Background: an optimization exercise with open tools, aiming at small area, a short achievable clock period and few clock cycles. Do not read the settings as production practice.
Function was checked by simulation only, so behaviour that the tests miss may differ from the original.
No activity file was given, so power comes from the tool's default toggle rates.

File: flow/design.v
module oob_dispatcher #(
    parameter NREG    = 8,      
    parameter PMAX    = 8,      
    parameter PKT_MAX = 2048    
) (
    input  wire        clk,
    input  wire        rst,
    input  wire        cfg_we,
    input  wire [7:0]  cfg_addr,
    input  wire [7:0]  cfg_data,
    input  wire        in_valid,
    output wire        in_ready,
    input  wire        in_tick,
    input  wire [7:0]  in_data,
    output reg         rsp_valid,
    input  wire        rsp_ready,
    output reg  [7:0]  rsp_data,
    output wire        oob_valid,
    input  wire        oob_ready,
    output wire [2:0]  oob_kind,
    output wire [2:0]  oob_reg,
    output wire [3:0]  oob_cid,
    output wire [11:0] oob_len,
    output wire [7:0]  oob_data
);
    localparam K_DATA  = 3'd0;
    localparam K_END   = 3'd1;
    localparam K_BAD   = 3'd2;
    localparam K_SHORT = 3'd3;
    localparam K_EVENT = 3'd4;
    localparam P_SCAN    = 2'd0;
    localparam P_HDR     = 2'd1;
    localparam P_PAYLOAD = 2'd2;
    integer r, k;
    reg [NREG*PMAX*8-1:0] pat;        
    reg [NREG-1:0]        pen;        
    reg [NREG*3-1:0]      plm;        
    reg [NREG-1:0]        pbulk;      
    reg [15:0]            timeout;
    reg        c_we;
    reg [7:0]  c_addr, c_data;
    always @(posedge clk) begin
        c_we   <= cfg_we && !rst;
        c_addr <= cfg_addr;
        c_data <= cfg_data;
    end
    genvar gr, gk;
    generate
        for (gr = 0; gr < NREG; gr = gr + 1) begin : g_pr
            for (gk = 0; gk < PMAX; gk = gk + 1) begin : g_pk
                always @(posedge clk)
                    if (c_we && c_addr == {1'b0, gr[2:0], 1'b0, gk[2:0]})
                        pat[(gr*PMAX + gk)*8 +: 8] <= c_data;
            end
        end
    endgenerate
    generate
        for (gr = 0; gr < NREG; gr = gr + 1) begin : g_len
            always @(posedge clk) begin
                if (rst) begin
                    pen[gr]   <= 1'b0;
                    pbulk[gr] <= 1'b0;
                end else if (c_we && c_addr == {1'b0, gr[2:0], 4'b1000}) begin
                    pen[gr]   <= (c_data[3:0] != 4'd0);
                    pbulk[gr] <= c_data[4];
                end
            end
            always @(posedge clk)
                if (c_we && c_addr == {1'b0, gr[2:0], 4'b1000})
                    plm[gr*3 +: 3] <= c_data[2:0] - 3'd1;
        end
    endgenerate
    always @(posedge clk) begin
        if (rst)
            timeout[7:0] <= 8'd100;
        else if (c_we && c_addr == 8'h80)
            timeout[7:0] <= c_data;
        if (rst)
            timeout[15:8] <= 8'd0;
        else if (c_we && c_addr == 8'h81)
            timeout[15:8] <= c_data;
    end
    reg        t_v, t_tick;
    reg [7:0]  t_b;
    reg        k_v, k_tick;
    reg [7:0]  k_b;
    reg        rdy;
    assign in_ready = rdy;
    wire take = in_valid && !k_v;
    wire go;                           
    wire t_free = !t_v || go;          
    always @(posedge clk) begin
        if (rst) begin
            t_v <= 1'b0;
            k_v <= 1'b0;
            rdy <= 1'b1;
        end else if (t_free) begin
            if (k_v) begin
                t_v <= 1'b1;
                k_v <= 1'b0;
                rdy <= 1'b1;
            end else begin
                t_v <= take;
            end
        end else if (take) begin
            k_v <= 1'b1;
            rdy <= 1'b0;
        end
    end
    always @(posedge clk) begin
        if (t_free) begin
            t_tick <= k_v ? k_tick : in_tick;
            t_b    <= k_v ? k_b    : in_data;
        end
        if (!k_v) begin
            k_tick <= in_tick;
            k_b    <= in_data;
        end
    end
    reg [1:0]        phase;
    reg [NREG*3-1:0] cur;             
    reg [2:0]        hcnt;            
    reg              h_ok;            
    reg              h_lt, h_eq;      
    reg              h_zero;          
    reg [2:0]        f_reg;
    reg [3:0]        f_cid;
    reg [11:0]       f_len;           
    reg [11:0]       f_cnt;           
    reg [15:0]       f_tc;            
    reg              s2_v;
    reg              s2_hit;          
    reg [2:0]        s2_lm;           
    reg [7:0]        q_mem [0:7];
    reg [3:0]        q_wp, q_rp, q_rd;
    reg              o_v, o_te;
    reg [2:0]        o_kind, o_reg;
    reg [7:0]        o_data;
    reg              x_v, x_te;
    reg [2:0]        x_kind, x_reg;
    reg [7:0]        x_data;
    reg [7:0]        pc;
    reg              m, m0;
    reg [2:0]        cu, lm, cr;
    reg [NREG*3-1:0] ncur;
    reg [NREG-1:0]   hit, first;
    reg              any_hit, win_bulk;
    reg [2:0]        win, win_lm;
    function [7:0] sel8(input [63:0] v, input [2:0] i);
        reg [7:0] a, b, c, d;
        begin
            a = i[0] ? v[15:8]  : v[7:0];
            b = i[0] ? v[31:24] : v[23:16];
            c = i[0] ? v[47:40] : v[39:32];
            d = i[0] ? v[63:56] : v[55:48];
            a = i[1] ? b : a;
            c = i[1] ? d : c;
            sel8 = i[2] ? c : a;
        end
    endfunction
    always @(*) begin
        for (r = 0; r < NREG; r = r + 1) begin
            cu = cur[r*3 +: 3];
            lm = plm[r*3 +: 3];
            pc = sel8(pat[r*PMAX*8 +: PMAX*8], cu);
            m  = (t_b == pc);
            m0 = (t_b == pat[r*PMAX*8 +: 8]);
            if (m)       cr = cu + 3'd1;
            else if (m0) cr = 3'd1;
            else         cr = 3'd0;
            hit[r]   = pen[r] && (m ? (cu == lm) : (m0 && lm == 3'd0));
            ncur[r*3 +: 3] = (!pen[r] || hit[r]) ? 3'd0 : cr;
        end
        any_hit = |hit;
        for (r = 0; r < NREG; r = r + 1)
            first[r] = hit[r] && !(|(hit & ((1 << r) - 1)));
        win      = 3'd0;
        win_lm   = 3'd0;
        win_bulk = 1'b0;
        for (r = 0; r < NREG; r = r + 1)
            if (first[r]) begin
                win      = win | r[2:0];
                win_lm   = win_lm | plm[r*3 +: 3];
                win_bulk = win_bulk | pbulk[r];
            end
    end
    function is_dec(input [7:0] b);
        is_dec = (b >= 8'h30) && (b <= 8'h39);
    endfunction
    function is_hex(input [7:0] b);
        is_hex = is_dec(b) || (b >= 8'h41 && b <= 8'h46) || (b >= 8'h61 && b <= 8'h66);
    endfunction
    function [3:0] hexval(input [7:0] b);
        hexval = is_dec(b) ? b[3:0] : b[3:0] + 4'd9;
    endfunction
    reg  [3:0]  ref_d;
    always @(*) begin
        case (hcnt[1:0])
            2'd1:    ref_d = 4'd2;
            2'd2:    ref_d = 4'd0;
            2'd3:    ref_d = 4'd4;
            default: ref_d = 4'd8;
        endcase
    end
    wire        b_dec  = is_dec(t_b);
    wire [3:0]  b_dig  = t_b[3:0];
    wire        d_lt   = b_dig < ref_d;
    wire        d_eq   = b_dig == ref_d;
    wire        n_ok   = h_ok && b_dec;
    wire        n_lt   = h_lt || (h_eq && d_lt);
    wire        n_eq   = h_eq && d_eq;
    wire        n_zero = h_zero && (b_dig == 4'd0);
    wire [11:0] len10  = {f_len[8:0], 3'd0} + {f_len[10:0], 1'b0} + {8'd0, b_dig};
    wire        hdr_good = n_ok && (n_lt || n_eq);
    wire        is_scan = (phase == P_SCAN);
    wire        is_hdr  = (phase == P_HDR);
    reg         q_full;           
    wire        last    = (f_cnt == 12'd1);
    wire        tmo     = (f_tc == 16'd0);
    wire block = x_v
              || (is_hdr && o_v)
              || (q_full && is_scan && !t_tick);
    assign go = t_v && !block;
    wire go_byte = go && !t_tick;
    wire go_tick = go && t_tick;
    reg        rec_v, rec_te;
    reg [2:0]  rec_kind, rec_reg;
    always @(*) begin
        rec_v    = 1'b0;
        rec_te   = 1'b0;
        rec_kind = K_DATA;
        rec_reg  = f_reg;
        if (go_tick) begin
            if (!is_scan && tmo) begin
                rec_v    = 1'b1;
                rec_kind = K_SHORT;
            end
        end else if (go_byte) begin
            case (phase)
            P_SCAN: begin
                if (any_hit && !win_bulk) begin
                    rec_v    = 1'b1;
                    rec_kind = K_EVENT;
                    rec_reg  = win;
                end
            end
            P_HDR: begin
                if (hcnt == 3'd4) begin
                    if (!hdr_good) begin
                        rec_v    = 1'b1;
                        rec_kind = K_BAD;
                    end else if (n_zero) begin
                        rec_v    = 1'b1;
                        rec_kind = K_END;
                    end
                end
            end
            default: begin
                rec_v  = 1'b1;
                rec_te = last;
            end
            endcase
        end
    end
    always @(posedge clk) begin
        if (rst) begin
            phase <= P_SCAN;
            cur   <= {NREG*3{1'b0}};
            s2_v  <= 1'b0;
        end else begin
            s2_v <= go_byte && is_scan;
            if (go_tick) begin
                if (!is_scan && tmo) phase <= P_SCAN;
            end else if (go_byte) begin
                case (phase)
                P_SCAN: begin
                    cur   <= any_hit ? {NREG*3{1'b0}} : ncur;
                    if (any_hit && win_bulk)
                        phase <= P_HDR;
                end
                P_HDR: begin
                    if (hcnt == 3'd4) begin
                        if (!hdr_good || n_zero) phase <= P_SCAN;
                        else                     phase <= P_PAYLOAD;
                    end
                end
                default: begin
                    if (last) phase <= P_SCAN;
                end
                endcase
            end
        end
    end
    always @(posedge clk) begin
        if (rst) begin
            f_cid <= 4'd0;
            f_len <= 12'd0;
        end else if (go_byte && is_hdr) begin
            if (hcnt == 3'd0) begin
                f_cid <= hexval(t_b);
                f_len <= 12'd0;
            end else begin
                f_len <= len10;
            end
        end
    end
    always @(posedge clk) begin
        if (go_tick) begin
            if (!is_scan)
                f_tc <= f_tc - 16'd1;
        end else if (go_byte) begin
            f_tc <= timeout;
            case (phase)
            P_SCAN: begin
                f_reg <= win;
                hcnt  <= 3'd0;
            end
            P_HDR: begin
                hcnt <= hcnt + 3'd1;
                if (hcnt == 3'd0) begin
                    h_ok   <= is_hex(t_b);
                    h_lt   <= 1'b0;
                    h_eq   <= 1'b1;
                    h_zero <= 1'b1;
                end else begin
                    h_ok   <= n_ok;
                    h_lt   <= n_lt;
                    h_eq   <= n_eq;
                    h_zero <= n_zero;
                    if (hcnt == 3'd4)
                        f_cnt <= len10;
                end
            end
            default: begin
                f_cnt <= f_cnt - 12'd1;
            end
            endcase
        end
    end
    always @(posedge clk) begin
        s2_hit <= any_hit;
        s2_lm  <= win_lm;
    end
    reg [7:1] th;
    reg [3:0] hmax;
    always @(*) begin
        th = 7'd0;
        for (r = 0; r < NREG; r = r + 1)
            for (k = 1; k < 8; k = k + 1)
                if (cur[r*3 +: 3] >= k) th[k] = 1'b1;
        hmax[3] = 1'b0;
        hmax[2] = th[4];
        hmax[1] = (th[2] && !th[4]) || th[6];
        hmax[0] = (th[1] && !th[2]) || (th[3] && !th[4]) || (th[5] && !th[6]) || th[7];
    end
    wire [3:0] wp_n = s2_hit ? q_wp - {1'b0, s2_lm} : q_wp + 4'd1;
    wire [3:0] wp_x = s2_v ? wp_n : q_wp;     
    wire [3:0] q_fill = wp_x - q_rd;          
    wire       q_rel = (q_rd != q_rp);
    always @(posedge clk) begin
        if (go_byte && is_scan)
            q_mem[wp_x[2:0]] <= t_b;
    end
    always @(posedge clk) begin
        if (rst) begin
            q_wp      <= 4'd0;
            q_rp      <= 4'd0;
            q_rd      <= 4'd0;
            q_full    <= 1'b0;
            rsp_valid <= 1'b0;
        end else begin
            q_full <= ({1'b0, q_fill} + {4'd0, go_byte && is_scan} >= 5'd8);
            if (s2_v) begin
                q_wp <= wp_n;
                q_rp <= wp_n - hmax;
            end
            if (!rsp_valid || rsp_ready) begin
                rsp_valid <= q_rel;
                if (q_rel) q_rd <= q_rd + 4'd1;
            end
        end
    end
    always @(posedge clk) begin
        if (rst)
            rsp_data <= 8'd0;
        else if ((!rsp_valid || rsp_ready) && q_rel)
            rsp_data <= q_mem[q_rd[2:0]];
    end
    wire o_pop  = o_v && oob_ready;
    wire o_free = !o_v || (o_pop && !o_te);
    always @(posedge clk) begin
        if (rst) begin
            o_v    <= 1'b0;
            o_kind <= K_DATA;
            o_reg  <= 3'd0;
            o_data <= 8'd0;
            x_v    <= 1'b0;
        end else begin
            if (o_pop && o_te) begin
                o_kind <= K_END;
                o_te   <= 1'b0;
            end else if (o_free) begin
                if (x_v) begin
                    o_v    <= 1'b1;
                    o_kind <= x_kind;
                    o_reg  <= x_reg;
                    o_data <= x_data;
                    o_te   <= x_te;
                end else begin
                    o_v    <= rec_v;
                    o_kind <= rec_kind;
                    o_reg  <= rec_reg;
                    o_data <= t_b;
                    o_te   <= rec_te;
                end
            end
            if (o_free && x_v) begin
                x_v <= 1'b0;
            end else if (rec_v && !(o_free && !x_v)) begin
                x_v    <= 1'b1;
                x_kind <= rec_kind;
                x_reg  <= rec_reg;
                x_data <= t_b;
                x_te   <= rec_te;
            end
        end
    end
    assign oob_valid = o_v;
    assign oob_kind  = o_kind;
    assign oob_reg   = o_reg;
    assign oob_data  = o_data;
    assign oob_cid   = f_cid;
    assign oob_len   = f_len;
endmodule
File: flow/flow/run.sh
#!/bin/bash
# The standard layout (standard.sh), with three changes to how it is built:
# the port buffers are buf_2 cells instead of the resizer's default pick,
# clock tree synthesis inserts no dummy loads, and timing repair aims for
# a setup margin beyond the flow settings' range, so that it sizes the
# design's paths for a shorter period than the one it is signed off at.
# The SDC, the clock period and every other step are the standard flow's own.
set -uo pipefail
export BUFFER_PORTS_ARGS="-buffer_cell sky130_fd_sc_hd__buf_2"
export CTS_ARGS="-sink_clustering_enable -repair_clock_nets -dont_use_dummy_load -sink_clustering_size 22 -sink_clustering_max_diameter 110"
export SETUP_SLACK_MARGIN=11.8
bash standard.sh > standard.log 2>&1
File: flow/standard.sh
#!/bin/bash
# synth_recipe.tcl (not shown) runs the flow's synth.tcl, then flattens the netlist and writes it again
# the make line also repeats each setting of config.mk as NAME=value (left out here)
make -C /OpenROAD-flow-scripts/flow DESIGN_CONFIG=/design/flow/config.mk WORK_HOME=/design/flow/orfs CLKGATE_MAP_FILE= SYNTH_SCRIPT=/design/flow/synth_recipe.tcl "${@:-finish}"
File: flow/config.mk
export PLATFORM = sky130hd
export DESIGN_NAME = oob_dispatcher
export DESIGN_NICKNAME = oob_dispatcher
export VERILOG_FILES = /design/flow/design.v
export SDC_FILE = /design/flow/constraint.sdc
export NUM_CORES = 4
export LEC_CHECK = 0
export CAP_MARGIN = 20
export CORE_MARGIN = 2
export CORE_UTILIZATION = 75
export PLACE_DENSITY = 0.88
export SLEW_MARGIN = 20
File: flow/constraint.sdc
create_clock -name core_clock -period 16.0 [get_ports {clk}]
set_input_delay 3.2000 -clock core_clock [delete_from_list [all_inputs] [get_ports {clk}]]
set_output_delay 3.2000 -clock core_clock [all_outputs]
set_load 0.01 [all_outputs]
==> summary.md, run 1 <==
| Metric | Value |
|---|---|
| Outcome | no timing/DRC/antenna violations |
| Startpoint types | flip-flop |
| Die H | around 220 um |
| Rows | 80 |
| Post-synth EDFFs | 663 |
| WL met3 | approximately 10,000 um |
| Synth Register Bits | 809 |
| Synthesized area per cell | 13.7 um2 |
| Yosys synthesis warning count | 1 |
| Top cell family by delay on the critical path | flip-flops |
| Post-DP HPWL | 58,900 um |
| Primary FF master, synth | edfxtp_1 |
| Setup TNS after final layout | 0 ns |
| Mapped Nets | 2,755 |
| Number of flip-flops under the largest register name | 512 |
| DR WL/cell | 28.0 um |
| Initial antenna violation count | 1 |
| Largest net degree at the start of global routing | 75 |
| Top cell type by total area after synthesis | edfxtp_1 |
| Pre-CTS setup slack | 10.68 ns |
| Tightest Pin Transition | 1.06 ns |
| Fin nets | 2,867 |
| Final Critical Period | between 4 and 5 ns |
| Async set or reset register ratio after synthesis | 0% |
| Final Max Slew Viols | 0 |
| Vias in the first global route | around 24,000 |
| First-pass GRT wire length | 138,000 um |
| Sequential area share after synthesis | a little under two thirds |
| CP max-delay cell | dfxtp_2 |
| WS Path Type | flip-flop to primary output |
| Worst slew margin | between 20% and 30% |
| Final worst slack | 11.72 ns |
| TritonCTS clock tree | built |
| Syn Inst Count | 2,636 |
| Total GRT Usage | 37.2% |
| Ranking of synthesized cells by area | edfxtp_1 55%, dfxtp_1 8.1%, mux2i_1 5.3% |
| Root buf cell | clkbuf_16 |
| WP buf/inv | 1 |
| RSZ-0062 raised after global routing | yes |
| Core area | 0.0475 mm2 |
| Hold-fix buffers at CTS | 0 |
| Setup crit end kind | primary output |
| Leak | 13.2 nW |
| Max-cap viol count | 0 |
| Ports | 72 |
| Die X | 223 um |
| Remaining antenna violation count | 0 |
| Mapped Area | 0.0360 mm2 |
| Worst path max stage delay | 0.37 ns |
| Critical Path AT | 1.08 ns |
| Clk latency of the worst-skew pair | 0.62 ns |
| Tcrit/Tclk final | 26.8% |
| H-Tree Level Count | 2 |
| Hold crit path type | flip-flop to flip-flop |
| Clock Tree Buf Depth | 3 |
| Routability cong. | around 1.0 |
| Synthesis-to-layout area growth | 9.16% |
| DIE AREA | 0.0498 mm2 |
| Layout cells sized above 1 | approximately 17% |
| Worst vdd ir | 114 uV |
| Setup violators final | 0 |
| DRC violations left | 0 |
| Pre-antenna DRT Iters | 8 |
| PwrDens | 94.9 mW/mm2 |
| Crit path required time | 12.80 ns |
| IO Port Bufs | 71 |
| CP max FO | 2 |
| Clock skew | 0.0471 ns |
| Vias per cell | 7.03 |
| # clock sinks | 809 |
| Final hold vios | 0 |
| WL final | 94,300 um |
| Met1 wire length | 33,900 um |
| CP cell instances | buf_6 |
| Top cell type's share of synthesized area | between 50% and 60% |
| Drt first-iter violations | 3,290 |
| Via count | 23,634 |
| Cts bufs inserted | 42 |
| Uppermost layer routed | met4 |
| Largest Register | pat |
| Initial core utilization | between 70% and 80% |
| Overflow after GRT | 0 |
| Max Fclk | 0.233 GHz |
| Distinct cells, synth | 83 |
| CTS clk-pin slew, worst paths | 0.09 ns |
| Met2 wire length | ~46,000 um |
[logic make-up after synthesis]
kind of cell / count (synthesis) / synth area share [%]
AO/OA/AOI/OAI: 389 / 7.28
XOR/XNOR: 162 / 3.94
adder cells (fa/ha/maj): 88 / 3.16
buffers and inverters: 210 / 2.58
flip-flops: 809 / 63.4
multiplexers: 300 / 10.4
AND/OR/NAND/NOR: 678 / 9.21
[routing by layer]
metal	track usage [%]	vias up
met3	8.22	344
met5	0	-
met4	17.9	0
met2	61.3	1619
li1	-	10068
met1	47.5	11603
[layout make-up]
class / instances / area, um2
Sequential cell: 809 / 23000
Multi-Input combinational cell: 1617 / 12400
Fill cell: 2375 / 8260
Timing Repair Buffer: 188 / 1730
Clock buffer: 42 / 1050
Tap cell: 615 / 769
Inverter: 90 / 354
Antenna cell: 1 / 2.50
[report_power, final]
group	internal (mW)	total (mW)	leakage [nW]	switching, mW
Clock	0.470	1.09	0.518	0.624
Sequential	2.30	2.32	7.21	0.0211
Combinational	0.122	0.311	5.52	0.189
[synth_stat cells, drive strengths merged (8+ instances only)]
master,number
a211o,9
a211oi,23
a21o,11
a21oi,93
a22o,12
a22oi,35
a311oi,15
a31oi,12
and2,10
and3,28
buf,62
clkbuf,58
dfxtp,146
edfxtp,663
ha,83
inv,88
mux2,58
mux2i,190
mux4,52
nand2,156
nand2b,18
nand3,28
nand4,34
nor2,234
nor2b,30
nor3,50
nor4,34
o211ai,10
o21a,10
o21ai,57
o22ai,43
o31ai,8
or3,14
xnor2,81
xor2,81
[timing repair]
action,4_1_cts,5_1_grt
pin swaps,8,14
buffers inserted,34,40
gates cloned,0,5
setup endpoints to repair,87,74
resized for setup,135,48
[placed cells by master (no fill, tap or decap), types with 50 or more instances in the layout]
cell / netlist / final
a21oi_1: 92 / 92
buf_4: 7 / 99
dfxtp_1: 146 / 76
dfxtp_2: 0 / 56
edfxtp_1: 663 / 663
ha_1: 83 / 83
inv_1: 86 / 85
mux2_2: 57 / 57
mux2i_1: 189 / 185
mux4_2: 52 / 52
nand2_1: 156 / 154
nor2_1: 234 / 233
o21ai_0: 54 / 50
xnor2_1: 81 / 81
xor2_1: 81 / 81
[metrics by stage]
step | hold WS (ns) | power, mW | instances | instance area, um2 | utilization [%]
3_3_place_gp | 0.444 | 2.63 | 3240 | 36900 | 77.5
6_report | 0.484 | 3.73 | 3362 | 39300 | 82.6
3_5_place_dp | 0.452 | 2.64 | 3240 | 36900 | 77.6
4_1_cts | 0.472 | 3.71 | 3316 | 38700 | 81.4
2_1_floorplan | 0.431 | 2.54 | 2636 | 36000 | -
5_1_grt | 0.505 | 3.81 | 3362 | 39300 | 82.6
[path summary, 6_finish.rpt]
check	from	slack [ns]	end	cells past startpoint
setup / recovery	f_len[7]	11.72	oob_len[7]	1
hold reg to reg	k_b[5]	0.48	k_b[5]	1
setup reg to reg	cur[9]	11.82	x_reg[2]	13
hold / removal	k_b[5]	0.48	k_b[5]	1
Testbench counts, summed over its fixed seeds: cycles 86,940.
==> run 2, diff against run 1 <==
--- a/flow/flow/run.sh
+++ b/flow/flow/run.sh
@@ -8,5 +8,5 @@
 set -uo pipefail
 export BUFFER_PORTS_ARGS="-buffer_cell sky130_fd_sc_hd__buf_2"
 export CTS_ARGS="-sink_clustering_enable -repair_clock_nets -dont_use_dummy_load -sink_clustering_size 22 -sink_clustering_max_diameter 110"
-export SETUP_SLACK_MARGIN=11.8
+export SETUP_SLACK_MARGIN=12.1
 bash standard.sh > standard.log 2>&1
--- a/flow/config.mk
+++ b/flow/config.mk
@@ -7,6 +7,7 @@
 export LEC_CHECK = 0
 export CAP_MARGIN = 20
 export CORE_MARGIN = 2
-export CORE_UTILIZATION = 75
-export PLACE_DENSITY = 0.88
+export CORE_UTILIZATION = 65
+export PLACE_DENSITY = 0.8
 export SLEW_MARGIN = 20
+export TNS_END_PERCENT = 0
==> run 2 against run 1 <==
Combinational power shrank 13%. Die area grew 15%. Utilization shrank 12 points. Still clean on timing, DRC and antenna. Worst hold slack lost 0.015 ns. Cell area shrank 1.3%. Critical path type unchanged. Clock skew grew 0.012 ns. Fmax is essentially flat. Final cell count grew 1.3%. Routed wire length shrank 6.7%. Clock power is essentially flat. Critical endpoint is now oob_len[9].
==> summary.md, run 2 <==
| Metric | Value |
|---|---|
| Die H | 239 um (+7.3%) |
| Clock skew | 0.0594 ns (+0.0123 ns) |
| Vias in the first global route | 22,219 (-5.6%) |
| PwrDens | 95.4 mW/mm2 (+0.57%) |
| Crit path required time | 12.80 ns (about the same) |
| Ranking of synthesized cells by area | edfxtp_1 55%, dfxtp_1 8.1%, mux2i_1 5.3% |
| Remaining antenna violation count | 0 (unchanged) |
| Sequential area share after synthesis | 63.4% (unchanged) |
| Synthesized area per cell | 13.7 um2 (unchanged) |
| Setup crit end kind | primary output |
| CP max FO | 3 (+1) |
| DR WL/cell | 25.8 um (-7.9%) |
| Most common cell after layout, fill and taps aside | edfxtp_1 |
| Ant. Diodes | 0 (-1) |
| Commonest non-fill, non-tap cells in the layout | 663 x edfxtp_1, 232 x nor2_1, 188 x mux2i_1 |
| Largest net degree at the start of global routing | 75 (unchanged) |
| DIE AREA | 0.0573 mm2 (+15%) |
| Layout cells sized above 1 | 14.9% (-2.2 points) |
| Total GRT Usage | 30.6% (-6.6 points) |
| Drt first-iter violations | 2,822 (-14%) |
| Primary FF master, synth | edfxtp_1 |
| Commonest cells post-synth | 663 x edfxtp_1, 234 x nor2_1, 189 x mux2i_1, 156 x nand2_1, 146 x dfxtp_1 |
| Yosys synthesis warning count | 1 (unchanged) |
| Mapped Area | 0.0360 mm2 (unchanged) |
| Via count | 22,596 (-4.4%) |
| Count leader, synth | edfxtp_1 |
| Max Fclk | 0.234 GHz (about the same) |
| Setup violators final | 0 (unchanged) |
| Core area | 0.0549 mm2 (+15%) |
| Worst path max stage delay | 0.38 ns (about the same) |
| H-Tree Level Count | 2 (unchanged) |
| Vias per cell | 6.64 (-5.6%) |
| Clk latency of the worst-skew pair | 0.61 ns (about the same) |
| RSZ-0062 raised after global routing | yes |
| Synthesis-to-layout area growth | 7.73% |
| Internal Power | 2.88 mW (-0.44%) |
| Mapped Nets | 2,755 (unchanged) |
| WP buf/inv | 1 (unchanged) |
| # clock sinks | 809 (unchanged) |
| Ports | 72 (unchanged) |
| Async set or reset register ratio after synthesis | 0% (unchanged) |
| Hold crit path type | flip-flop to flip-flop |
| IO Port Bufs | 71 (unchanged) |
| Outcome | no timing/DRC/antenna violations |
| Final Critical Period | 4.28 ns (-0.00300 ns) |
| Fillcell total | 3,632 (+53%) |
| Initial core utilization | 65.6% (-10 points) |
| Final Max Slew Viols | 0 (unchanged) |
| Pre-antenna DRT Iters | 6 (-2) |
| Clock Tree Buf Depth | 3 (unchanged) |
| Rows | 86 (+7.5%) |
| Tcrit/Tclk final | 26.8% (about the same) |
| First-pass GRT wire length | 132,000 um (-4.9%) |
| Worst slew margin | 30.5% (+1.5 points) |
| CP max-delay cell | dfxtp_2 |
| Worst vdd ir | 125 uV (+9.9%) |
| Initial antenna violation count | 0 (-1) |
| Top cell type's share of synthesized area | 55.3% (unchanged) |
| Clock power share | 29.9% (+0.6 points) |
| Post-synth EDFFs | 663 (unchanged) |
| Tightest Pin Transition | 1.04 ns (-0.0198 ns) |
| Critical Path AT | 1.08 ns (about the same) |
| WS Path Type | flip-flop to primary output |
| CTS clk-pin slew, worst paths | 0.10 ns (about the same) |
| Largest Register | pat |
| Sw power | 818 uW (-1.8%) |
| Startpoint types | flip-flop |
| Post-DP HPWL | 57,200 um (-3.0%) |
| Die X | 239 um (+7.3%) |
| Sequential share of power | 62.8% (+0.5 points) |
| Final core occ | 70.7% (-12 points) |
| Synth Register Bits | 809 (unchanged) |
| Leak | 13.0 nW (-2.0%) |
| Setup TNS after final layout | 0 ns (unchanged) |
| Fin nets | 2,822 (-1.6%) |
| DRC violations left | 0 (unchanged) |
| Logic gate share of total power | 7.3% (-1.0 points) |
| Syn Inst Count | 2,636 (unchanged) |
| Sw frac | 22.1% (-0.24 points) |
| Top cell type by total area after synthesis | edfxtp_1 |
| TritonCTS clock tree | built |
| Root buf cell | clkbuf_16 |
| Hold-fix buffers at CTS | 0 (unchanged) |
| Overflow after GRT | 0 (unchanged) |
| Final hold vios | 0 (unchanged) |
| Distinct cells, synth | 83 (unchanged) |
| CP cell instances | buf_6 |
| Max-cap viol count | 0 (unchanged) |
| WL final | 87,900 um (-6.7%) |
| Top cell family by delay on the critical path | flip-flops |
| Routability cong. | 0.986 (-1.3%) |
| Cts bufs inserted | 43 (+2.4%) |
| Number of flip-flops under the largest register name | 512 (unchanged) |
## run 2: cell counts after synthesis
No cell type changed its count.
## run 2: cells by family after synthesis
kind of cell	after synthesis	share of synthesized area, %
compound gates	389	7.28
xor+xnor	162	3.94
flops	809	63.4
mux	300	10.4
buf+inv	210	2.58
fa+ha+maj	88	3.16
simple gates	678	9.21
## run 2: power groups by stage
stage / Sequential [mW] / Combinational, mW / Clock, mW
6_report: 2.32 / 0.271 / 1.11
5_1_grt: 2.33 / 0.294 / 1.18
3_5_place_dp: 2.37 / 0.267 / 0
3_3_place_gp: 2.37 / 0.258 / 0
4_1_cts: 2.32 / 0.270 / 1.12
2_1_floorplan: 2.38 / 0.162 / 0
## run 2: worst paths after layout
kind | startpoint | cells after the start | end | slack [ns]
max reg2reg | cur[11] | 13 | x_data[5] | 11.81
min | timeout[6] | 1 | timeout[6] | 0.47
max | f_len[9] | 1 | oob_len[9] | 11.72
min reg2reg | timeout[6] | 1 | timeout[6] | 0.47
## run 2: cell type report
class	instances	area, um2	area share, %
Sequential cell	809	22900	59.2
Timing Repair Buffer	142	1140	2.95
Multi-Input combinational cell	1617	12400	31.9
Tap cell	704	881	2.27
Inverter	90	353	0.910
Clock buffer	43	1080	2.78
## run 2: through the flow
stage | power [mW] | std cells | hold slack, ns | setup WS, ns | instance area [um2]
2_1_floorplan | 2.54 | 2636 | 0.431 | 11.54 | 36000
3_3_place_gp | 2.63 | 3329 | 0.446 | 10.52 | 37000
3_5_place_dp | 2.64 | 3329 | 0.450 | 10.48 | 37000
4_1_cts | 3.71 | 3393 | 0.470 | 11.71 | 38400
5_1_grt | 3.80 | 3405 | 0.499 | 11.68 | 38800
6_report | 3.70 | 3405 | 0.470 | 11.72 | 38800
## run 2: layer usage
layer	wire, um	share of wire (%)	up-vias	global-route usage, %
met5	0	0	-	0
met2	41800	48	1211	50.2
met1	34800	40	11154	41.6
met4	3110	3.5	0	10.5
li1	-	-	10017	-
met3	8160	9.3	214	5.57
## run 2: what timing repair did
| item | in CTS | in global routing |
|---|---|---|
| buffers inserted | 21 | 8 |
| pin swaps | 5 | 8 |
| cloned | 0 | 4 |
| hold endpoints to repair | 0 | 0 |
| endpoints found under the setup margin | 147 | 194 |
| resized for setup | 77 | 52 |
==> run 3, diff against run 2 <==
--- a/flow/flow/run.sh
+++ b/flow/flow/run.sh
@@ -8,5 +8,5 @@
 set -uo pipefail
 export BUFFER_PORTS_ARGS="-buffer_cell sky130_fd_sc_hd__buf_2"
 export CTS_ARGS="-sink_clustering_enable -repair_clock_nets -dont_use_dummy_load -sink_clustering_size 22 -sink_clustering_max_diameter 110"
-export SETUP_SLACK_MARGIN=12.1
+export SETUP_SLACK_MARGIN=11.8
 bash standard.sh > standard.log 2>&1
--- a/flow/config.mk
+++ b/flow/config.mk
@@ -8,6 +8,7 @@
 export CAP_MARGIN = 20
 export CORE_MARGIN = 2
 export CORE_UTILIZATION = 65
+export GPL_TIMING_DRIVEN = 0
 export PLACE_DENSITY = 0.8
 export SLEW_MARGIN = 20
 export TNS_END_PERCENT = 0
==> run 3 against run 2 <==
Still clean. Combinational power grew 8.9%. First-iteration DRC count shrank 0.60%. Sequential power is essentially flat. Global-route usage grew 2.7 points. Worst hold slack lost 0.0076 ns. Final cell count grew 2.8%.
==> summary.md, run 3 <==
| Metric | Value |
|---|---|
| Ant. Diodes | 0 (unchanged) |
| Total GRT Usage | 33.3% (+2.7 points) |
| Final std cells w/o fill | 3,501 (+2.8%) |
| Tightest Pin Transition | 0.971 ns (-0.0691 ns) |
| Post-synth EDFFs | 663 (unchanged) |
| Cts bufs inserted | 42 (-2.3%) |
| Commonest non-fill, non-tap cells in the layout | 663 x edfxtp_1, 232 x nor2_1, 184 x mux2i_1 |
| Number of flip-flops under the largest register name | 512 (unchanged) |
| WL final | 95,100 um (+8.1%) |
| Primary FF master, synth | edfxtp_1 |
| Post-Synth Adder-Cell Area | 3.16% (unchanged) |
| Post-DP HPWL | 64,700 um (+13%) |
| Largest net degree at the start of global routing | 67 (-11%) |
| TritonCTS clock tree | built |
| Syn Inst Count | 2,636 (unchanged) |
| Top cell type's share of synthesized area | 55.3% (unchanged) |
| # clock sinks | 809 (unchanged) |
| Worst slew margin | 35.0% (+4.5 points) |
| Largest family of logic cells by synthesized area | multiplexers |
| Worst vdd ir | 85.5 uV (-32%) |
| H-Tree Level Count | 2 (unchanged) |
| Commonest cells post-synth | 663 x edfxtp_1, 234 x nor2_1, 189 x mux2i_1, 156 x nand2_1, 146 x dfxtp_1 |
| Setup violators final | 0 (unchanged) |
| Post-synthesis mux area share | 10.4% (unchanged) |
| DR WL/cell | 27.2 um (+5.2%) |
| Mapped Nets | 2,755 (unchanged) |
| Mapped Area | 0.0360 mm2 (unchanged) |
| Async set or reset register ratio after synthesis | 0% (unchanged) |
| Most common cell after layout, fill and taps aside | edfxtp_1 |
| Synthesized area per cell | 13.7 um2 (unchanged) |
| Placed Instances | 3,416 (+2.6%) |
| Final worst slack | 11.64 ns (-0.0791 ns) |
| Remaining antenna violation count | 0 (unchanged) |
| IO Port Bufs | 71 (unchanged) |
| Vias per cell | 6.66 (+0.31%) |
| Dpl cell area | 0.0374 mm2 (+1.3%) |
| Via count | 23,306 (+3.1%) |
| Post-Synth XOR/XNOR Area | 3.94% (unchanged) |
| Overflow after GRT | 0 (unchanged) |
| Clock Tree Buf Depth | 3 (unchanged) |
| Synthesis-to-layout area growth | 9.13% |
| Final Critical Period | 4.36 ns (+0.0791 ns) |
| Final Max Slew Viols | 0 (unchanged) |
| Compound-Gate Fraction of Synth Area | 7.28% (unchanged) |
| WS Path Type | flip-flop to flip-flop |
| Final core occ | 71.6% (+0.92 points) |
| Tcrit/Tclk final | 27.2% (+0.49 points) |
| Final instance area | 0.0393 mm2 (+1.3%) |
| Vias in the first global route | 22,844 (+2.8%) |
| Core area | 0.0549 mm2 (unchanged) |
| Die X | 239 um (unchanged) |
| Root buf cell | clkbuf_16 |
| Pre-CTS setup slack | 9.70 ns (-0.783 ns) |
| Fin nets | 2,918 (+3.4%) |
| Max-cap viol count | 0 (unchanged) |
| Final hold vios | 0 (unchanged) |
| First-pass GRT wire length | 140,000 um (+6.3%) |
| Startpoint types | flip-flop |
| Hold slack | 0.462 ns (-0.00756 ns) |
| DRC violations left | 0 (unchanged) |
| Initial core utilization | 65.6% (unchanged) |
| Setup crit end kind | flip-flop |
| Ports | 72 (unchanged) |
| Hold crit path type | flip-flop to flip-flop |
| Clock skew | 0.0479 ns (-0.0115 ns) |
| Critical Path AT | 4.66 ns (+3.58 ns) |
| PwrDens | 94.7 mW/mm2 (-0.76%) |
| Clk latency of the worst-skew pair | 0.62 ns (about the same) |
| RSZ-0062 raised after global routing | yes |
| Yosys synthesis warning count | 1 (unchanged) |
| Synth Register Bits | 809 (unchanged) |
| Largest Register | pat |
| Count leader, synth | edfxtp_1 |
| Die H | 239 um (unchanged) |
| Total power | 3.72 mW (+0.54%) |
| Setup TNS after final layout | 0 ns (unchanged) |
| Layout cells sized above 1 | 15.9% (+1.0 points) |
| Drt first-iter violations | 2,805 (-0.60%) |
| Distinct cells, synth | 83 (unchanged) |
| Top cell type by total area after synthesis | edfxtp_1 |
| Synth Area in Simple Gates | 9.21% (unchanged) |
| Rows | 86 (unchanged) |
| CP max FO | 15 (+12) |
| Hold-fix buffers at CTS | 0 (unchanged) |
| Sequential area share after synthesis | 63.4% (unchanged) |
| Crit path required time | 16.30 ns (+3.50 ns) |
| Pre-antenna DRT Iters | 6 (unchanged) |
| Leak | 13.3 nW (+2.4%) |
| Ranking of synthesized cells by area | edfxtp_1 55%, dfxtp_1 8.1%, mux2i_1 5.3% |
| CTS clk-pin slew, worst paths | 0.09 ns (about the same) |
| DIE AREA | 0.0573 mm2 (unchanged) |
| Max Fclk | 0.229 GHz (-1.8%) |
| Initial antenna violation count | 3 (+3) |
| Outcome | no timing/DRC/antenna violations |
| Routability cong. | 1.01 (+2.6%) |
==> run 3: changes by cell type in the layout (fill, tap and decap cells not counted), sizes merged <==
cell           delta
clkbuf           +55
buf              +38
clkdlybuf4s15     +3
==> run 3: power by group <==
group	switching, mW	internal (mW)
Clock	0.620	0.469
Sequential	0.0331	2.30
Combinational	0.184	0.111
Total	0.838	2.88
==> run 3: final timing paths <==
path	depth (start not counted)	slack, ns	to	start
min reg2reg	2	0.46	f_len[11]	f_len[11]
max	15	11.64	x_data[3]	t_b[0]
min	2	0.46	f_len[11]	f_len[11]
max reg2reg	15	11.64	x_data[3]	t_b[0]
==> run 3: logic make-up (layout without fill, tap and decap cells) <==
logic type	Yosys count	in the layout
AO/OA/AOI/OAI	389	389
XOR/XNOR	162	162
adder cells (fa/ha/maj)	88	88
buffers and inverters	210	371
flip-flops	809	809
multiplexers	300	300
AND/OR/NAND/NOR	678	678
==> run 3: what timing repair did <==
action	CTS	global route
endpoints found under the setup margin	100	81
resized for setup	112	38
buffers inserted	35	8
pin swaps	9	11
==> run 3: routing by layer <==
metal	global-route usage (%)	vias to the layer above	share of wire [%]
met5	0.433	-	0.0084
met2	55.2	1273	48
met1	44.0	11611	38
li1	-	10196	-
met3	6.40	224	9.4
met4	12.6	2	4.0
==> run 3: cell type report <==
type | count | area [um2]
well taps | 704 | 881
repair buffers | 119 | 853
flip-flops and latches | 809 | 22900
fillers | 3585 | 15600
multi-input cells | 1617 | 12400
plain buffers | 120 | 777
clock buffers | 42 | 1050
inverters | 90 | 358
==> run 3: critical path, cell delays in order, from the launching register on <==
cell,delay [ns]
edfxtp_1,0.42
buf_12,0.17
clkdlybuf4s15_2,0.42
clkbuf_8,0.33
xor2_1,0.19
nor4_1,0.29
nand2_1,0.20
nor4_1,0.29
mux2_4,0.29
a21boi_4,0.10
and4_4,0.21
buf_8,0.16
a2111oi_4,0.39
o21ai_2,0.14
nor3_4,0.23
buf_12,0.18
==> run 4, diff against run 3 <==
--- a/flow/config.mk
+++ b/flow/config.mk
@@ -8,7 +8,6 @@
 export CAP_MARGIN = 20
 export CORE_MARGIN = 2
 export CORE_UTILIZATION = 65
-export GPL_TIMING_DRIVEN = 0
 export PLACE_DENSITY = 0.8
 export SLEW_MARGIN = 20
 export TNS_END_PERCENT = 0
==> run 4 against run 3 <==
Critical path depth shrank 14. Still clean on timing, DRC and antenna. Via count shrank 3.0%. Area after synthesis is the same. Fmax grew 1.8%. Sequential cell count is the same. Largest power group unchanged.
==> summary.md, run 4 <==
| Metric | Value |
|---|---|
| Final Max Slew Viols | 0 (unchanged) |
| Tcrit/Tclk final | 26.8% (-0.49 points) |
| DIE AREA | 0.0573 mm2 (unchanged) |
| Clock Tree Buf Depth | 3 (unchanged) |
| Leak | 13.0 nW (-2.4%) |
| R2r startpoint | cur[11] |
| Root buf cell | clkbuf_16 |
| Largest Register | pat |
| Top cell family by delay on the critical path | flip-flops |
| Synthesis-to-layout area growth | 7.73% |
| Dpl cell area | 0.0370 mm2 (-1.2%) |
| Mapped Nets | 2,755 (unchanged) |
| Startpoint types | flip-flop |
| Primary FF master, synth | edfxtp_1 |
| Ant. Diodes | 0 (unchanged) |
| Commonest cells post-synth | 663 x edfxtp_1, 234 x nor2_1, 189 x mux2i_1, 156 x nand2_1, 146 x dfxtp_1 |
| Async set or reset register ratio after synthesis | 0% (unchanged) |
| Rows | 86 (unchanged) |
| First-pass GRT wire length | 132,000 um (-5.9%) |
| Cts bufs inserted | 43 (+2.4%) |
| Commonest non-fill, non-tap cells in the layout | 663 x edfxtp_1, 232 x nor2_1, 188 x mux2i_1 |
| Yosys synthesis warning count | 1 (unchanged) |
| Top cell type by total area after synthesis | edfxtp_1 |
| Hold slack | 0.470 ns (+0.00756 ns) |
| Vias per cell | 6.64 (-0.31%) |
| Crit. Startpoint | f_len[9] |
| Top cell type's share of synthesized area | 55.3% (unchanged) |
| CTS clk-pin slew, worst paths | 0.10 ns (about the same) |
| Setup TNS after final layout | 0 ns (unchanged) |
| Fin nets | 2,822 (-3.3%) |
| RSZ-0062 raised after global routing | yes |
| R2R Setup Slk | 11.81 ns (+0.17 ns) |
| Overflow after GRT | 0 (unchanged) |
| Hold crit path type | flip-flop to flip-flop |
| IO Port Bufs | 71 (unchanged) |
| Mapped Area | 0.0360 mm2 (unchanged) |
| Total GRT Usage | 30.6% (-2.7 points) |
| WS Path Type | flip-flop to primary output |
| Final hold vios | 0 (unchanged) |
| Number of flip-flops under the largest register name | 512 (unchanged) |
| TritonCTS clock tree | built |
| Via count | 22,596 (-3.0%) |
| Die X | 239 um (unchanged) |
| Distinct cells, synth | 83 (unchanged) |
| Die H | 239 um (unchanged) |
| Pre-antenna DRT Iters | 6 (unchanged) |
| Post-synth EDFFs | 663 (unchanged) |
| Remaining antenna violation count | 0 (unchanged) |
| Initial core utilization | 65.6% (unchanged) |
| Vias in the first global route | 22,219 (-2.7%) |
| # clock sinks | 809 (unchanged) |
| Max-cap viol count | 0 (unchanged) |
| Worst vdd ir | 125 uV (+46%) |
| Ranking of synthesized cells by area | edfxtp_1 55%, dfxtp_1 8.1%, mux2i_1 5.3% |
| Drt first-iter violations | 2,822 (+0.61%) |
| Routability cong. | 0.986 (-2.5%) |
| Sequential area share after synthesis | 63.4% (unchanged) |
| Total power | 3.70 mW (-0.53%) |
| Ports | 72 (unchanged) |
| Most common cell after layout, fill and taps aside | edfxtp_1 |
| Setup violators final | 0 (unchanged) |
| CP cell instances | buf_6 |
| Initial antenna violation count | 0 (-3) |
| CP max-delay cell | dfxtp_2 |
| PwrDens | 95.4 mW/mm2 (+0.76%) |
| CP max FO | 3 (-12) |
| Layout cells sized above 1 | 14.9% (-1.0 points) |
| Tightest Pin Transition | 1.04 ns (+0.0691 ns) |
| Hold-fix buffers at CTS | 0 (unchanged) |
| Synthesized area per cell | 13.7 um2 (unchanged) |
| Clk latency of the worst-skew pair | 0.61 ns (about the same) |
| Final Critical Period | 4.28 ns (-0.0791 ns) |
| Crit path required time | 12.80 ns (-3.50 ns) |
| DR WL/cell | 25.8 um (-4.9%) |
| HP Start | timeout[6] |
| Max Fclk | 0.234 GHz (+1.8%) |
| Post-DP HPWL | 57,200 um (-12%) |
| WP buf/inv | 1 (-4) |
| Synth Register Bits | 809 (unchanged) |
| Final instance area | 0.0388 mm2 (-1.3%) |
| Critical Path AT | 1.08 ns (-3.58 ns) |
| Count leader, synth | edfxtp_1 |
| WL final | 87,900 um (-7.5%) |
| DRC violations left | 0 (unchanged) |
| Outcome | no timing/DRC/antenna violations |
| Clock skew | 0.0594 ns (+0.0115 ns) |
| H-Tree Level Count | 2 (unchanged) |
| Syn Inst Count | 2,636 (unchanged) |
| Setup crit end kind | primary output |
| Largest net degree at the start of global routing | 75 (+12%) |
| Worst slew margin | 30.5% (-4.5 points) |
| Worst path max stage delay | 0.38 ns (-0.04 ns) |
| Core area | 0.0549 mm2 (unchanged) |
## run 4: cell count changes in the layout (fill, tap and decap cells not counted), moves of 4 or more
cell | previous run | this run
buf_4 | 59 | 55
clkbuf_1 | 43 | 0
dfxtp_2 | 32 | 47
clkbuf_8 | 4 | 0
dfxtp_1 | 102 | 86
clkbuf_4 | 5 | 0
clkbuf_16 | 42 | 47
buf_1 | 4 | 0
clkbuf_2 | 8 | 0
buf_2 | 84 | 60
mux2i_1 | 184 | 188
## run 4: cell families (layout without fill, tap and decap cells)
logic type | Yosys count | count (layout) | share of synthesized area [%]
flops | 809 | 809 | 63.4
simple gates | 678 | 678 | 9.21
compound gates | 389 | 389 | 7.28
mux | 300 | 300 | 10.4
buf+inv | 210 | 275 | 2.58
xor+xnor | 162 | 162 | 3.94
fa+ha+maj | 88 | 88 | 3.16
## run 4: stage by stage
stage / utilization (%) / cells / setup WS (ns)
2_1_floorplan: - / 2636 / 11.54
3_3_place_gp: 67.4 / 3329 / 10.52
3_5_place_dp: 67.4 / 3329 / 10.48
4_1_cts: 70.1 / 3393 / 11.71
5_1_grt: 70.7 / 3405 / 11.68
6_report: 70.7 / 3405 / 11.72
## run 4: layout make-up
class                   count  area [um2]
clock buffers              43        1080
repair buffers            142        1140
fillers                  3632       16100
multi-input cells        1617       12400
inverters                  90         353
flip-flops and latches    809       22900
well taps                 704         881
## run 4: path summary, 6_finish.rpt
check	endpoint	depth (start not counted)
setup / recovery	oob_len[9]	1
hold / removal	timeout[6]	1
setup reg to reg	x_data[5]	13
hold reg to reg	timeout[6]	1
## run 4: per-layer routing
metal | GRT usage [%] | part of all wire [%] | vias to the layer above
li1 | - | - | 10017
met1 | 41.6 | 40 | 11154
met2 | 50.2 | 48 | 1211
met3 | 5.57 | 9.3 | 214
met4 | 10.5 | 3.5 | 0
met5 | 0 | 0 | -
## run 4: what timing repair did
item | CTS | global route
resized for setup | 77 | 52
cloned | 0 | 4
setup buffers | 21 | 8
hold endpoints to repair | 0 | 0
setup endpoints to repair | 90 | 75
pin swaps | 5 | 8
## run 4: power breakdown
group | total, mW | switching [mW] | internal, mW
logic | 0.271 | 0.171 | 0.0997
registers | 2.32 | 0.0218 | 2.30
clock network | 1.11 | 0.625 | 0.480
==> run 5, diff against run 4 <==
--- a/flow/flow/run.sh
+++ b/flow/flow/run.sh
@@ -7,6 +7,6 @@
 # The SDC, the clock period and every other step are the standard flow's own.
 set -uo pipefail
 export BUFFER_PORTS_ARGS="-buffer_cell sky130_fd_sc_hd__buf_2"
-export CTS_ARGS="-sink_clustering_enable -repair_clock_nets -dont_use_dummy_load -sink_clustering_size 22 -sink_clustering_max_diameter 110"
+export CTS_ARGS="-sink_clustering_enable -repair_clock_nets -dont_use_dummy_load -sink_clustering_size 32 -sink_clustering_max_diameter 90"
 export SETUP_SLACK_MARGIN=11.8
 bash standard.sh > standard.log 2>&1
--- a/flow/config.mk
+++ b/flow/config.mk
@@ -10,4 +10,3 @@
 export CORE_UTILIZATION = 65
 export PLACE_DENSITY = 0.8
 export SLEW_MARGIN = 20
-export TNS_END_PERCENT = 0
==> run 5 against run 4 <==
Setup slack better by 0.014 ns. Critical endpoint is now oob_valid. Via count up 0.63%. Final cell count up 0.59%. Fmax up 0.33%. Global-route usage about the same. Utilization up 0.54 points. Critical path type unchanged.
==> summary.md, run 5 <==
| Metric | Value |
|---|---|
| Outcome | no timing/DRC/antenna violations |
| WS Path Type | flip-flop to primary output |
| Setup TNS after final layout | 0 ns (unchanged) |
| WP buf/inv | 1 (unchanged) |
| Primary FF master, synth | edfxtp_1 |
| Tcrit/Tclk final | 26.7% (-0.088 points) |
| CP cell instances | buf_6 |
| Sw power | 802 uW (-2.0%) |
| Remaining antenna violation count | 0 (unchanged) |
| Layout cells sized above 1 | 16.1% (+1.2 points) |
| Area of the multi-input gates | 0.0124 mm2 (+0.30%) |
| Tightest Pin Transition | 1.10 ns (+0.0563 ns) |
| Ranking of synthesized cells by area | edfxtp_1 55%, dfxtp_1 8.1%, mux2i_1 5.3% |
| Clk latency of the worst-skew pair | 0.61 ns (about the same) |
| Sequential share of power | 64.3% (+1.5 points) |
| Clock power share | 27.7% (-2.2 points) |
| Pre-antenna DRT Iters | 5 (-1) |
| Worst vdd ir | 106 uV (-15%) |
| Distinct cells, synth | 83 (unchanged) |
| IO Port Bufs | 71 (unchanged) |
| Fin nets | 2,842 (+0.71%) |
| Drt first-iter violations | 2,764 (-2.1%) |
| Post-DP HPWL | 57,200 um (unchanged) |
| RSZ-0062 raised after global routing | yes |
| Largest net degree at the start of global routing | 75 (unchanged) |
| Final hold vios | 0 (unchanged) |
| Crit path required time | 12.80 ns (about the same) |
| Clock skew | 0.0824 ns (+0.0230 ns) |
| Largest Register | pat |
| Initial core utilization | 65.6% (unchanged) |
| Rows | 86 (unchanged) |
| Final Max Slew Viols | 0 (unchanged) |
| Commonest non-fill, non-tap cells in the layout | 663 x edfxtp_1, 233 x nor2_1, 187 x mux2i_1 |
| Core area | 0.0549 mm2 (unchanged) |
| First-pass GRT wire length | 131,000 um (-0.26%) |
| Final Critical Period | 4.27 ns (-0.0141 ns) |
| Cts bufs inserted | 35 (-19%) |
| Top cell type's share of synthesized area | 55.3% (unchanged) |
| Hold crit path type | flip-flop to flip-flop |
| DIE AREA | 0.0573 mm2 (unchanged) |
| Ant. Diodes | 0 (unchanged) |
| Commonest cells post-synth | 663 x edfxtp_1, 234 x nor2_1, 189 x mux2i_1, 156 x nand2_1, 146 x dfxtp_1 |
| Syn Inst Count | 2,636 (unchanged) |
| Max-cap viol count | 0 (unchanged) |
| TritonCTS clock tree | built |
| Top cell family by delay on the critical path | flip-flops |
| Setup crit end kind | primary output |
| Internal Power | 2.81 mW (-2.3%) |
| Ports | 72 (unchanged) |
| # clock sinks | 809 (unchanged) |
| Placed Instances | 3,329 (unchanged) |
| PwrDens | 92.6 mW/mm2 (-3.0%) |
| Leak | 13.1 nW (+0.83%) |
| CP max-delay cell | dfxtp_4 |
| Critical Path AT | 1.07 ns (about the same) |
| Final std cells w/o fill | 3,425 (+0.59%) |
| Startpoint types | flip-flop |
| Synth Register Bits | 809 (unchanged) |
| Worst path max stage delay | 0.36 ns (-0.02 ns) |
| Async set or reset register ratio after synthesis | 0% (unchanged) |
| Mapped Area | 0.0360 mm2 (unchanged) |
| WL final | 88,700 um (+0.82%) |
| Total power | 3.62 mW (-2.2%) |
| Logic gate share of total power | 8.0% (+0.7 points) |
| Initial antenna violation count | 0 (unchanged) |
| Routability cong. | 0.986 (unchanged) |
| CP max FO | 2 (-1) |
| Yosys synthesis warning count | 1 (unchanged) |
| Clock Tree Buf Depth | 3 (unchanged) |
| H-Tree Level Count | 2 (unchanged) |
| Final instance area | 0.0391 mm2 (+0.77%) |
| Dpl cell area | 0.0370 mm2 (unchanged) |
| Root buf cell | clkbuf_16 |
| Die H | 239 um (unchanged) |
| Synthesized area per cell | 13.7 um2 (unchanged) |
| Final core occ | 71.2% (+0.54 points) |
| Number of flip-flops under the largest register name | 512 (unchanged) |
| Sequential area share after synthesis | 63.4% (unchanged) |
| Max Fclk | 0.234 GHz (+0.33%) |
| Fillcell total | 3,607 (-0.69%) |
| Post-synth EDFFs | 663 (unchanged) |
| Setup violators final | 0 (unchanged) |
| Top cell type by total area after synthesis | edfxtp_1 |
| Register Area | 0.0230 mm2 (about the same) |
| DRC violations left | 0 (unchanged) |
| CTS clk-pin slew, worst paths | 0.09 ns (about the same) |
| Most common cell after layout, fill and taps aside | edfxtp_1 |
| Worst slew margin | 26.6% (-3.9 points) |
| Total GRT Usage | 30.6% (about the same) |
| Synthesis-to-layout area growth | 8.56% |
| Overflow after GRT | 0 (unchanged) |
| Die X | 239 um (unchanged) |
| Via count | 22,739 (+0.63%) |
| Count leader, synth | edfxtp_1 |
| Sw frac | 22.2% (+0.055 points) |
| Vias in the first global route | 22,186 (-0.15%) |
| Mapped Nets | 2,755 (unchanged) |
| Vias per cell | 6.64 (about the same) |
| DR WL/cell | 25.9 um (+0.23%) |
==> run 5: cell count changes in the layout (fill, tap and decap cells not counted), moves of 2 or more <==
cell	before	now
buf_6	13	46
dfxtp_1	86	75
clkbuf_16	47	40
dfxtp_2	47	56
o21ai_0	52	50
buf_4	55	79
dfxtp_4	13	15
buf_2	60	29
==> run 5: cell type report <==
cell class	instances	share of cell area (%)
clock buffer	35	2.24
timing repair buffer	170	4.06
sequential	809	58.8
inverter	90	0.906
multi-input combinational	1617	31.8
tap	704	2.25
==> run 5: per-layer routing <==
layer | vias up | GRT usage [%] | part of all wire [%] | routed length, um
li1 | 10049 | - | - | -
met4 | 0 | 10.9 | 3.4 | 2980
met1 | 11339 | 41.6 | 40 | 35300
met2 | 1148 | 50.6 | 48 | 42700
met5 | - | 0 | 0 | 0
met3 | 203 | 4.74 | 8.7 | 7680
==> run 5: cells by family (layout without fill, tap and decap cells) <==
group | Yosys count | in the layout | synth area share [%]
multiplexers | 300 | 300 | 10.4
flip-flops | 809 | 809 | 63.4
buffers and inverters | 210 | 295 | 2.58
AND/OR/NAND/NOR | 678 | 678 | 9.21
adder cells (fa/ha/maj) | 88 | 88 | 3.16
AO/OA/AOI/OAI | 389 | 389 | 7.28
XOR/XNOR | 162 | 162 | 3.94
==> run 5: power groups by stage <==
stage / logic (mW) / clock network (mW) / registers [mW]
3_3_place_gp: 0.258 / 0 / 2.37
5_1_grt: 0.312 / 1.07 / 2.33
3_5_place_dp: 0.267 / 0 / 2.37
6_report: 0.289 / 1.00 / 2.33
4_1_cts: 0.283 / 1.01 / 2.33
2_1_floorplan: 0.162 / 0 / 2.38
==> run 5: final timing paths <==
| path | from | end | slack, ns | cells past startpoint |
|---|---|---|---|---|
| setup / recovery | o_v | oob_valid | 11.73 | 1 |
| hold / removal | timeout[6] | timeout[6] | 0.47 | 1 |
| setup reg to reg | cur[2] | o_reg[2] | 11.82 | 13 |
| hold reg to reg | timeout[6] | timeout[6] | 0.47 | 1 |
==> run 5: timing repair <==
action                                  4_1_cts  5_1_grt
pin swaps                                     7       16
hold buffers                                  0        0
endpoints found under the setup margin       90       67
gates resized for setup                     140       45
cloned                                        0        5
buffers inserted                             24       32
==> run 5: through the flow <==
| stage | hold WS, ns | setup slack [ns] |
|---|---|---|
| floorplan | 0.431 | 11.54 |
| CTS | 0.471 | 11.71 |
| finish | 0.469 | 11.73 |
| detailed placement | 0.450 | 10.48 |
| global route | 0.486 | 11.70 |
| global placement | 0.446 | 10.52 |

==> afterwards: timing with drivers on the ports <==
Ports are ideal in the flow. The routed layouts listed here were re-timed in OpenROAD. Step 1 assumes that a clkbuf_16 drives the clock port and a buf_2 every other input. Step 2 moves the port delays by t, midway between the first and last clock arrival at a register: inputs arrive t later, outputs are due t later. That takes back most of the time a late clock gives input paths. Slacks: no drivers / after step 1 / after step 2; pairs: no drivers / after step 1.
run | t (ns) | setup slack, ns | worst setup path after step 2
run 1 | 0.655 | 11.716 / 11.656 / 11.278 | input to register
run 2 | 0.641 | 11.719 / 11.656 / 11.268 | input to register
run 3 | 0.655 | 11.640 / 11.640 / 11.175 | input to register
run 4 | 0.641 | 11.719 / 11.656 / 11.268 | input to register
run 5 | 0.628 | 11.733 / 11.673 / 11.290 | input to register
After both steps every run listed still meets setup and hold. For run 3, which loses most, drivers alone change the setup slack by 0.000 ns; drivers and shift together by -0.465 ns.
